What follows belongs to an exercise in optimizing a design on an open flow for small area, a short achievable clock period and few clock cycles per item; a production flow would make more cautious choices.
At most, simulation tests tie the RTL to the original design; equivalence was not proved.

==> flow/design.v <==
module hme_refine (
    input  wire         clk,
    input  wire         rst,
    input  wire         start,
    input  wire         level,           
    input  wire [4:0]   grid_rows_m1,    
    input  wire [4:0]   grid_cols_m1,    
    output reg          busy,
    output reg          done,
    output reg          seed_req,
    output reg  [4:0]   seed_mb_row,
    output reg  [4:0]   seed_mb_col,
    input  wire [6:0]   seed_dy,
    input  wire [6:0]   seed_dx,
    output wire         ref_req,
    output reg  [10:0]  ref_y,
    output reg  [10:0]  ref_x,
    input  wire [127:0] ref_row,
    output wire         tgt_req,
    output wire [10:0]  tgt_y,
    output wire [10:0]  tgt_x,
    input  wire [127:0] tgt_row,
    output reg          res_valid,
    output wire [4:0]   res_mb_row,
    output wire [4:0]   res_mb_col,
    output wire [7:0]   res_dy,
    output wire [7:0]   res_dx,
    output wire [19:0]  res_cost
);
    localparam S_IDLE = 3'd0;
    localparam S_SW1  = 3'd1;    
    localparam S_SW2  = 3'd2;    
    localparam S_LOAD = 3'd3;    
    localparam S_RUN  = 3'd4;    
    localparam S_FIN  = 3'd5;    
    reg [2:0] state;
    reg       lvl1;
    reg [4:0] gr_m1, gc_m1;
    reg [4:0]  mb_r, mb_c;       
    reg [5:0]  row;              
    reg [1:0]  seg;              
    reg [3:0]  cand;             
    reg        cid;              
    reg        first;            
    reg [7:0]  uy, ux;           
    reg [6:0]  nsy, nsx;         
    reg        sp;               
    reg        pf;               
    reg        req;
    assign ref_req = req;
    assign tgt_req = req;
    assign tgt_y = lvl1 ? {1'b0, mb_r, row[4:0]} : {mb_r, row};
    assign tgt_x = lvl1 ? {1'b0, mb_c, seg[0], 4'd0} : {mb_c, seg, 4'd0};
    wire last_mb_c = (mb_c == gc_m1);
    wire last_mb_r = (mb_r == gr_m1);
    wire last_mb   = last_mb_c & last_mb_r;
    wire [4:0] nx_r = last_mb_c ? mb_r + 5'd1 : mb_r;
    wire [4:0] nx_c = last_mb_c ? 5'd0 : mb_c + 5'd1;
    wire [10:0] s_size = lvl1 ? 11'd32 : 11'd64;
    wire [7:0]  s_vec  = lvl1 ? 8'd32 : 8'd64;
    wire [10:0] ty  = lvl1 ? {1'b0, mb_r, 5'd0} : {mb_r, 6'd0};
    wire [10:0] tx  = lvl1 ? {1'b0, mb_c, 5'd0} : {mb_c, 6'd0};
    wire [10:0] nty = lvl1 ? {1'b0, nx_r, 5'd0} : {nx_r, 6'd0};
    wire [10:0] ntx = lvl1 ? {1'b0, nx_c, 5'd0} : {nx_c, 6'd0};
    wire seg_last = lvl1 ? seg[0] : (seg == 2'b11);
    wire row_last = lvl1 ? (row[4:0] == 5'd31) : (row == 6'd63);
    wire blk_last = seg_last & row_last;
    wire up_ok = (mb_r != 5'd0);
    wire dn_ok = !last_mb_r;
    wire lf_ok = (mb_c != 5'd0);
    wire rt_ok = !last_mb_c;
    wire uy_p = (uy == s_vec);           
    wire uy_0 = (uy == 8'd0);            
    wire uy_m = (uy == 8'd0 - s_vec);    
    wire ux_p = (ux == s_vec);
    wire ux_0 = (ux == 8'd0);
    wire ux_m = (ux == 8'd0 - s_vec);
    wire [9:1] nb_ok = {
        dn_ok & rt_ok & ~(uy_m & ux_m),
        dn_ok         & ~(uy_m & ux_0),
        dn_ok & lf_ok & ~(uy_m & ux_p),
                rt_ok & ~(uy_0 & ux_m),
                        ~(uy_0 & ux_0),
                lf_ok & ~(uy_0 & ux_p),
        up_ok & rt_ok & ~(uy_p & ux_m),
        up_ok         & ~(uy_p & ux_0),
        up_ok & lf_ok & ~(uy_p & ux_p)
    };
    reg [3:0] ncand;
    reg       nhas;
    integer   n;
    always @(*) begin
        ncand = 4'd0;
        nhas  = 1'b0;
        for (n = 9; n >= 1; n = n - 1) begin
            if (nb_ok[n] && n > cand) begin
                ncand = n[3:0];
                nhas  = 1'b1;
            end
        end
    end
    wire [1:0] na = (ncand <= 4'd3) ? 2'd0 : (ncand <= 4'd6) ? 2'd1 : 2'd2;
    wire [1:0] nb = (ncand == 4'd1 || ncand == 4'd4 || ncand == 4'd7) ? 2'd0 :
                    (ncand == 4'd2 || ncand == 4'd5 || ncand == 4'd8) ? 2'd1 : 2'd2;
    wire [10:0] n_oy = (na == 2'd0) ? ty - s_size : (na == 2'd1) ? ty : ty + s_size;
    wire [10:0] n_ox = (nb == 2'd0) ? tx - s_size : (nb == 2'd1) ? tx : tx + s_size;
    wire [7:0] nuy = {nsy, 1'b0};
    wire [7:0] nux = {nsx, 1'b0};
    reg  abort_r, abort_cid;
    wire ab = abort_r & (abort_cid == cid);
    wire cand_end = blk_last | ab;
    wire [6:0] rx_back = ref_x[10:4] - (lvl1 ? 7'd1 : 7'd3);
    reg        d1_v, d1_first, d1_last, d1_fin, d1_cid;
    reg [3:0]  d1_cand;
    reg        d2_v, d2_first, d2_last, d2_fin, d2_cid;
    reg [3:0]  d2_cand;
    reg [8:0]  ad [0:15];        
    reg        d3_v, d3_first, d3_last, d3_fin, d3_cid;
    reg [3:0]  d3_cand;
    reg [11:0] ssum;
    reg  [19:0] acc;
    reg         dead;
    reg  [19:0] thr;             
    reg  [7:0]  b_dy, b_dx;      
    reg  [4:0]  b_r, b_c;        
    reg         have;            
    assign res_mb_row = b_r;
    assign res_mb_col = b_c;
    assign res_dy     = b_dy;
    assign res_dx     = b_dx;
    assign res_cost   = thr;
    integer k;
    reg [11:0] tsum;
    always @(*) begin
        tsum = 12'd0;
        for (k = 0; k < 16; k = k + 1)
            tsum = tsum + {4'd0, ad[k][7:0] ^ {8{~ad[k][8]}}} + {11'd0, ad[k][8]};
    end
    wire        live    = d3_v & (d3_first | ~dead);
    wire [19:0] acc_new = (d3_first ? 20'd0 : acc) + {8'd0, ssum};
    wire        is_seed = (d3_cand == 4'd0);
    wire        kill    = live & ~is_seed & (acc_new >= thr);
    wire        fin_ok  = live & ~kill & d3_last;
    wire [1:0]  fa = (d3_cand <= 4'd3) ? 2'd0 : (d3_cand <= 4'd6) ? 2'd1 : 2'd2;
    wire [1:0]  fb = (d3_cand == 4'd1 || d3_cand == 4'd4 || d3_cand == 4'd7) ? 2'd0 :
                     (d3_cand == 4'd2 || d3_cand == 4'd5 || d3_cand == 4'd8) ? 2'd1 : 2'd2;
    wire [7:0]  f_vy = (fa == 2'd0) ? s_vec : (fa == 2'd1) ? 8'd0 : 8'd0 - s_vec;
    wire [7:0]  f_vx = (fb == 2'd0) ? s_vec : (fb == 2'd1) ? 8'd0 : 8'd0 - s_vec;
    always @(posedge clk) begin
        for (k = 0; k < 16; k = k + 1)
            ad[k] <= {1'b0, ref_row[8*k +: 8]} + {1'b0, ~tgt_row[8*k +: 8]};
        ssum <= tsum;
        acc  <= acc_new;
        {d2_first, d2_last, d2_cid, d2_cand} <= {d1_first, d1_last, d1_cid, d1_cand};
        {d3_first, d3_last, d3_cid, d3_cand} <= {d2_first, d2_last, d2_cid, d2_cand};
        d1_first  <= first;
        d1_last   <= blk_last;
        d1_cid    <= cid;
        d1_cand   <= cand;
        abort_cid <= d3_cid;
        if (sp) begin
            nsy <= seed_dy;
            nsx <= seed_dx;
        end
        if (fin_ok) begin
            thr <= acc_new;
            if (is_seed) begin
                b_dy <= uy;
                b_dx <= ux;
                b_r  <= mb_r;
                b_c  <= mb_c;
            end else begin
                b_dy <= f_vy;
                b_dx <= f_vx;
            end
        end
        if (kill)
            dead <= 1'b1;
        else if (d3_v & d3_first)
            dead <= 1'b0;
        if (state == S_IDLE && start && !busy) begin
            lvl1  <= level;
            gr_m1 <= grid_rows_m1;
            gc_m1 <= grid_cols_m1;
            mb_r  <= 5'd0;
            mb_c  <= 5'd0;
            seed_mb_row <= 5'd0;
            seed_mb_col <= 5'd0;
        end
        if (state == S_LOAD || (state == S_RUN && cand_end && !nhas && !last_mb)) begin
            if (state == S_RUN) begin
                mb_r <= nx_r;
                mb_c <= nx_c;
            end
            uy    <= nuy;
            ux    <= nux;
            ref_y <= (state == S_RUN ? nty : ty) - {{3{nuy[7]}}, nuy};
            ref_x <= (state == S_RUN ? ntx : tx) - {{3{nux[7]}}, nux};
            row   <= 6'd0;
            seg   <= 2'd0;
            cand  <= 4'd0;
            cid   <= ~cid;
            first <= 1'b1;
        end else if (state == S_RUN) begin
            first <= 1'b0;
            if (pf && !last_mb) begin
                seed_mb_row <= nx_r;
                seed_mb_col <= nx_c;
            end
            if (!cand_end) begin
                if (seg_last) begin
                    ref_x <= {rx_back, ref_x[3:0]};
                    ref_y <= ref_y + 11'd1;
                    row   <= row + 6'd1;
                    seg   <= 2'd0;
                end else begin
                    ref_x <= ref_x + 11'd16;
                    seg   <= seg + 2'd1;
                end
            end else if (nhas) begin
                ref_y <= n_oy;
                ref_x <= n_ox;
                row   <= 6'd0;
                seg   <= 2'd0;
                cand  <= ncand;
                cid   <= ~cid;
                first <= 1'b1;
            end
        end
    end
    always @(posedge clk) begin
        if (rst) begin
            state     <= S_IDLE;
            busy      <= 1'b0;
            done      <= 1'b0;
            req       <= 1'b0;
            seed_req  <= 1'b0;
            sp        <= 1'b0;
            pf        <= 1'b0;
            d1_v <= 1'b0; d2_v <= 1'b0; d3_v <= 1'b0;
            d1_fin <= 1'b0; d2_fin <= 1'b0; d3_fin <= 1'b0;
            abort_r   <= 1'b0;
            res_valid <= 1'b0;
            have      <= 1'b0;
        end else begin
            sp       <= seed_req;
            seed_req <= 1'b0;
            pf       <= 1'b0;
            d1_v   <= req;
            d1_fin <= (state == S_FIN);
            {d2_v, d2_fin} <= {d1_v, d1_fin};
            {d3_v, d3_fin} <= {d2_v, d2_fin};
            case (state)
                S_IDLE: begin
                    if (start && !busy) begin
                        busy     <= 1'b1;
                        seed_req <= 1'b1;
                        state    <= S_SW1;
                    end
                end
                S_SW1: state <= S_SW2;
                S_SW2: state <= S_LOAD;
                S_LOAD: begin
                    req   <= 1'b1;
                    pf    <= 1'b1;
                    state <= S_RUN;
                end
                S_RUN: begin
                    if (pf && !last_mb)
                        seed_req <= 1'b1;
                    if (cand_end && !nhas) begin
                        if (!last_mb) begin
                            pf <= 1'b1;
                        end else begin
                            req   <= 1'b0;
                            state <= S_FIN;
                        end
                    end
                end
                S_FIN: state <= S_IDLE;
                default: state <= S_IDLE;
            endcase
            abort_r   <= kill;
            res_valid <= 1'b0;
            done      <= 1'b0;
            if (fin_ok & is_seed)
                have <= 1'b1;
            if (d3_v & d3_first & is_seed & have)
                res_valid <= 1'b1;
            if (d3_fin) begin
                res_valid <= have;
                have      <= 1'b0;
                done      <= 1'b1;
                busy      <= 1'b0;
            end
        end
    end
endmodule
Settings: LEC_CHECK=0, CAP_MARGIN=20, CORE_MARGIN=2, CORE_UTILIZATION=25, PLACE_DENSITY=0.5, SLEW_MARGIN=20; clock period 24.0 ns.
standard.sh (not shown) runs the stock make flow with config.mk's settings and CLKGATE_MAP_FILE= SYNTH_SCRIPT=/design/flow/synth_recipe.tcl, a recipe that flattens the netlist after the stock synthesis.
==> flow/flow/run.sh <==
#!/bin/bash
# The standard layout, with plain buf_1 cells as the port buffers.
set -euo pipefail
bash standard.sh "BUFFER_PORTS_ARGS=-buffer_cell sky130_fd_sc_hd__buf_1" finish > make_finish.log 2>&1
Change:
--- a/flow/design.v
+++ b/flow/design.v
@@ -16,9 +16,9 @@
     output reg  [10:0]  ref_y,
     output reg  [10:0]  ref_x,
     input  wire [127:0] ref_row,
     output wire         tgt_req,
-    output wire [10:0]  tgt_y,
+    output reg  [10:0]  tgt_y,
     output wire [10:0]  tgt_x,
     input  wire [127:0] tgt_row,
     output reg          res_valid,
     output wire [4:0]   res_mb_row,
@@ -36,10 +36,9 @@
     reg [2:0] state;
     reg       lvl1;
     reg [4:0] gr_m1, gc_m1;
     reg [4:0]  mb_r, mb_c;       
-    reg [5:0]  row;              
-    reg [1:0]  seg;              
+    reg [6:0]  tgt_xh;           
     reg [3:0]  cand;             
     reg        cid;              
     reg        first;            
     reg [7:0]  uy, ux;           
@@ -48,10 +47,9 @@
     reg        pf;               
     reg        req;
     assign ref_req = req;
     assign tgt_req = req;
-    assign tgt_y = lvl1 ? {1'b0, mb_r, row[4:0]} : {mb_r, row};
-    assign tgt_x = lvl1 ? {1'b0, mb_c, seg[0], 4'd0} : {mb_c, seg, 4'd0};
+    assign tgt_x = {tgt_xh, 4'd0};
     wire last_mb_c = (mb_c == gc_m1);
     wire last_mb_r = (mb_r == gr_m1);
     wire last_mb   = last_mb_c & last_mb_r;
     wire [4:0] nx_r = last_mb_c ? mb_r + 5'd1 : mb_r;
@@ -61,10 +59,10 @@
     wire [10:0] ty  = lvl1 ? {1'b0, mb_r, 5'd0} : {mb_r, 6'd0};
     wire [10:0] tx  = lvl1 ? {1'b0, mb_c, 5'd0} : {mb_c, 6'd0};
     wire [10:0] nty = lvl1 ? {1'b0, nx_r, 5'd0} : {nx_r, 6'd0};
     wire [10:0] ntx = lvl1 ? {1'b0, nx_c, 5'd0} : {nx_c, 6'd0};
-    wire seg_last = lvl1 ? seg[0] : (seg == 2'b11);
-    wire row_last = lvl1 ? (row[4:0] == 5'd31) : (row == 6'd63);
+    wire seg_last = lvl1 ? tgt_xh[0] : (tgt_xh[1:0] == 2'b11);
+    wire row_last = lvl1 ? (tgt_y[4:0] == 5'd31) : (tgt_y[5:0] == 6'd63);
     wire blk_last = seg_last & row_last;
     wire up_ok = (mb_r != 5'd0);
     wire dn_ok = !last_mb_r;
     wire lf_ok = (mb_c != 5'd0);
@@ -195,10 +193,10 @@
             uy    <= nuy;
             ux    <= nux;
             ref_y <= (state == S_RUN ? nty : ty) - {{3{nuy[7]}}, nuy};
             ref_x <= (state == S_RUN ? ntx : tx) - {{3{nux[7]}}, nux};
-            row   <= 6'd0;
-            seg   <= 2'd0;
+            tgt_y <= state == S_RUN ? nty : ty;
+            tgt_xh <= state == S_RUN ? ntx[10:4] : tx[10:4];
             cand  <= 4'd0;
             cid   <= ~cid;
             first <= 1'b1;
         end else if (state == S_RUN) begin
@@ -210,19 +208,19 @@
             if (!cand_end) begin
                 if (seg_last) begin
                     ref_x <= {rx_back, ref_x[3:0]};
                     ref_y <= ref_y + 11'd1;
-                    row   <= row + 6'd1;
-                    seg   <= 2'd0;
+                    tgt_y <= tgt_y + 11'd1;
+                    tgt_xh <= tx[10:4];
                 end else begin
                     ref_x <= ref_x + 11'd16;
-                    seg   <= seg + 2'd1;
+                    tgt_xh <= tgt_xh + 7'd1;
                 end
             end else if (nhas) begin
                 ref_y <= n_oy;
                 ref_x <= n_ox;
-                row   <= 6'd0;
-                seg   <= 2'd0;
+                tgt_y <= ty;
+                tgt_xh <= tx[10:4];
                 cand  <= ncand;
                 cid   <= ~cid;
                 first <= 1'b1;
             end
The new run passed the timing, DRC and antenna checks; worst setup slack improved by 1.1 ns; final cell count is higher by 3.8%; hold slack gets better by 0.0059 ns; core utilization goes up by 0.17 points; wire length came out higher by 1.7%.
Testbench counts after the change, summed over its fixed seeds: cycles 162,504, mbs 337.
For the first run of this note, only the layout was checked, not whether the RTL still works.

what the ideal ports hide:
The results above use ideal ports. As a check the final layouts listed here were re-extracted and re-timed, cells and wires unchanged. Step 1, drivers: a clkbuf_16 drives clk and a buf_2 each remaining input, both assumed. Step 2, shift: input delay + t, output delay - t, t = (earliest + latest rising clock arrival at the registers) / 2. This alone moves slack from input paths to output paths. Slacks: no drivers / after step 1 / after step 2; pairs: no drivers / after step 1.
| run | t, ns | setup WS [ns] | slew at the worst register clock pin (ns) | worst slew at a driven data input, ns |
|---|---|---|---|---|
| the first run | 0.629 | 16.550 / 16.491 / 17.120 | 0.06 / 0.06 | 0.08 |
| the second run | 0.640 | 17.635 / 17.635 / 17.214 | 0.07 / 0.07 | 0.10 |
After both steps every run listed still meets setup and hold. For the second run, which loses most, drivers alone change the setup slack by 0.000 ns; drivers and shift together by -0.421 ns.
